What follows belongs to an exercise in optimizing a design on an open flow for a short achievable clock period and few clock cycles; a production flow would make more cautious choices. Only simulation tests tie the RTL to the original design; equivalence was not proved. Power and IR drop assume default switching activity.

==> inputs of job 4880 <==
// sm_engine
module sm_engine #(
    parameter DEPTH = 16                  
) (
    input  wire         clk,
    input  wire         rst,              
    input  wire         start,            
    input  wire [30:0]  proglen,          
    output wire         pm_req,
    output wire [30:0]  pm_addr,
    input  wire         pm_valid,
    input  wire [127:0] pm_rdata,
    output wire [2:0]   phase,
    output wire         halted,
    output wire         aborted,
    output wire         sovf,
    output wire         sunf,
    output wire [3:0]   fcode,
    output wire [30:0]  fline,
    output wire [31:0]  finfo,
    output wire [30:0]  pc,
    output wire [31:0]  top,
    input  wire [3:0]   dbg_xidx,
    output wire [31:0]  dbg_xdata,
    input  wire [7:0]   dbg_sidx,
    output wire [31:0]  dbg_sdata,
    output reg          diag_valid,
    output reg  [2:0]   diag_kind,
    output reg  [31:0]  diag_idx,
    output reg  [31:0]  diag_data
);
==> flow/config.mk <==
export PLATFORM = sky130hd
export DESIGN_NAME = sm_engine
export DESIGN_NICKNAME = sm_engine
export VERILOG_FILES = /design/flow/design.v
export SDC_FILE = /design/flow/constraint.sdc
export NUM_CORES = 4
export LEC_CHECK = 0
export CAP_MARGIN = 20
export CELL_PAD_IN_SITES_DETAIL_PLACEMENT = 1
export CELL_PAD_IN_SITES_GLOBAL_PLACEMENT = 2
export CORE_MARGIN = 2
export CORE_UTILIZATION = 35
export PLACE_DENSITY = 0.45
export SLEW_MARGIN = 20
export TNS_END_PERCENT = 30
==> flow/constraint.sdc <==
create_clock -name core_clock -period 15.0 [get_ports {clk}]
set_input_delay 3.0000 -clock core_clock [delete_from_list [all_inputs] [get_ports {clk}]]
set_output_delay 3.0000 -clock core_clock [all_outputs]
set_load 0.01 [all_outputs]
standard.sh (not shown) runs the stock make flow with config.mk's settings and CLKGATE_MAP_FILE= SYNTH_SCRIPT=/design/flow/synth_recipe.tcl, a recipe that flattens the netlist after the stock synthesis.
==> flow/flow/run.sh <==
#!/bin/bash
# The standard layout (standard synthesis, floorplan, placement, CTS,
# routing) with these changes to how it is made:
#  - repair aims at a tighter setup margin than the 5 ns the flow settings allow
#  - cells may be resized across footprints (the platform allows only
#    same-footprint swaps), so port buffers and weak gates can be upsized
#  - ports are buffered with buf_4 rather than the default choice
#  - global routing holds back more met1/met2 capacity (flow/fastroute.tcl)
# Clock period and constraints are unchanged.
set -euo pipefail
bash standard.sh SETUP_SLACK_MARGIN=7 MATCH_CELL_FOOTPRINT=0 \
    "BUFFER_PORTS_ARGS=-buffer_cell sky130_fd_sc_hd__buf_4" \
    FASTROUTE_TCL="$PWD/flow/fastroute.tcl" finish > standard_flow.log 2>&1
==> flow/flow/fastroute.tcl <==
# Global routing layers as the platform sets them, with more capacity held back on
# met1 and met2 so that global routing leaves room for pin access and the
# detailed router converges sooner.
set_global_routing_layer_adjustment met1 0.5
set_global_routing_layer_adjustment met2 0.35
set_global_routing_layer_adjustment met3-$::env(MAX_ROUTING_LAYER) 0.2

set_routing_layers -clock $::env(MIN_CLK_ROUTING_LAYER)-$::env(MAX_ROUTING_LAYER)
set_routing_layers -signal $::env(MIN_ROUTING_LAYER)-$::env(MAX_ROUTING_LAYER)
==> inputs of job 7289, as changes to job 4880 <==
--- a/flow/flow/run.sh
+++ b/flow/flow/run.sh
@@ -9,5 +9,5 @@
 # Clock period and constraints are unchanged.
 set -euo pipefail
-bash standard.sh SETUP_SLACK_MARGIN=7 MATCH_CELL_FOOTPRINT=0 \
+bash standard.sh SETUP_SLACK_MARGIN=8 MATCH_CELL_FOOTPRINT=0 \
     "BUFFER_PORTS_ARGS=-buffer_cell sky130_fd_sc_hd__buf_4" \
     FASTROUTE_TCL="$PWD/flow/fastroute.tcl" finish > standard_flow.log 2>&1
--- a/flow/config.mk
+++ b/flow/config.mk
@@ -10,6 +10,6 @@
 export CELL_PAD_IN_SITES_GLOBAL_PLACEMENT = 2
 export CORE_MARGIN = 2
-export CORE_UTILIZATION = 35
-export PLACE_DENSITY = 0.45
+export CORE_UTILIZATION = 30
+export PLACE_DENSITY = 0.4
 export SLEW_MARGIN = 20
-export TNS_END_PERCENT = 30
+export TNS_END_PERCENT = 100
==> inputs of job 9743, as changes to job 4880 <==
--- a/flow/flow/fastroute.tcl
+++ b/flow/flow/fastroute.tcl
@@ -2,6 +2,6 @@
 # met1 and met2 so that global routing leaves room for pin access and the
 # detailed router converges sooner.
-set_global_routing_layer_adjustment met1 0.5
-set_global_routing_layer_adjustment met2 0.35
+set_global_routing_layer_adjustment met1 0.6
+set_global_routing_layer_adjustment met2 0.45
 set_global_routing_layer_adjustment met3-$::env(MAX_ROUTING_LAYER) 0.2
 
==> flow/config.mk (replaced) <==
export PLATFORM = sky130hd
export DESIGN_NAME = sm_engine
export DESIGN_NICKNAME = sm_engine
export VERILOG_FILES = /design/flow/design.v
export SDC_FILE = /design/flow/constraint.sdc
export NUM_CORES = 4
export LEC_CHECK = 0
export CAP_MARGIN = 20
export CELL_PAD_IN_SITES_DETAIL_PLACEMENT = 2
export CELL_PAD_IN_SITES_GLOBAL_PLACEMENT = 3
export CORE_MARGIN = 2
export CORE_UTILIZATION = 25
export PLACE_DENSITY = 0.35
export SLEW_MARGIN = 20
export TNS_END_PERCENT = 30
==> inputs of job 2903, as changes to job 4880 <==
--- a/flow/config.mk
+++ b/flow/config.mk
@@ -10,6 +10,6 @@
 export CELL_PAD_IN_SITES_GLOBAL_PLACEMENT = 2
 export CORE_MARGIN = 2
-export CORE_UTILIZATION = 35
-export PLACE_DENSITY = 0.45
+export CORE_UTILIZATION = 30
+export PLACE_DENSITY = 0.4
 export SLEW_MARGIN = 20
 export TNS_END_PERCENT = 30
==> summary of the runs <==
The lowest via count belongs to job 2903, the highest to job 7289.
Between job 9743 and job 2903, the lower worst setup slack is in job 9743 (gap 0.41 ns).
Register-to-register slack is about the same in job 4880 and job 2903.
In job 7289 the global-route usage is higher than in job 2903, by 3.7 points.
Job 2903 ran to the end with no violations. Job 9743 passed the timing, design-rule and antenna checks. Job 4880 produced a clean layout. Job 7289 produced a layout that fails on slew limit.
Synthesized cell count is the same in job 2903 and job 9743.
Power, highest first: job 7289, job 9743, job 2903, job 4880.
Testbench counts of job 4880, summed over its fixed seeds: cycles 45,312.
Testbench counts of job 7289, summed over its fixed seeds: cycles 45,312.
Testbench counts of job 9743, summed over its fixed seeds: cycles 45,312.
Testbench counts of job 2903, summed over its fixed seeds: cycles 45,312.

[what the ideal ports hide]
Ports are ideal in the flow. The routed layouts listed here were re-timed in OpenROAD.
Step 1, drivers: a clkbuf_16 drives clk and a buf_2 each remaining input, both assumed.
Step 2 times the ports against the registers' clock, not the clock port: input delays grow and output delays shrink by t, the midpoint of the rising clock arrivals with the driver on.
a / b / c = ideal / step 1 / step 2; a / b = the first two.
run	t, ns	setup WS [ns]	hold WS [ns]
job 4880	1.052	6.177 / 6.102 / 5.785	0.457 / 0.457 / 0.457
job 7289	1.079	6.420 / 6.186 / 6.011	0.454 / 0.454 / 0.454
job 9743	1.105	6.122 / 5.934 / 5.770	0.457 / 0.457 / 0.457
job 2903	1.073	6.530 / 6.210 / 5.845	0.451 / 0.451 / 0.451
The setup slack of job 2903, which loses most, moves by -0.320 ns with the drivers and by -0.685 ns with both steps.
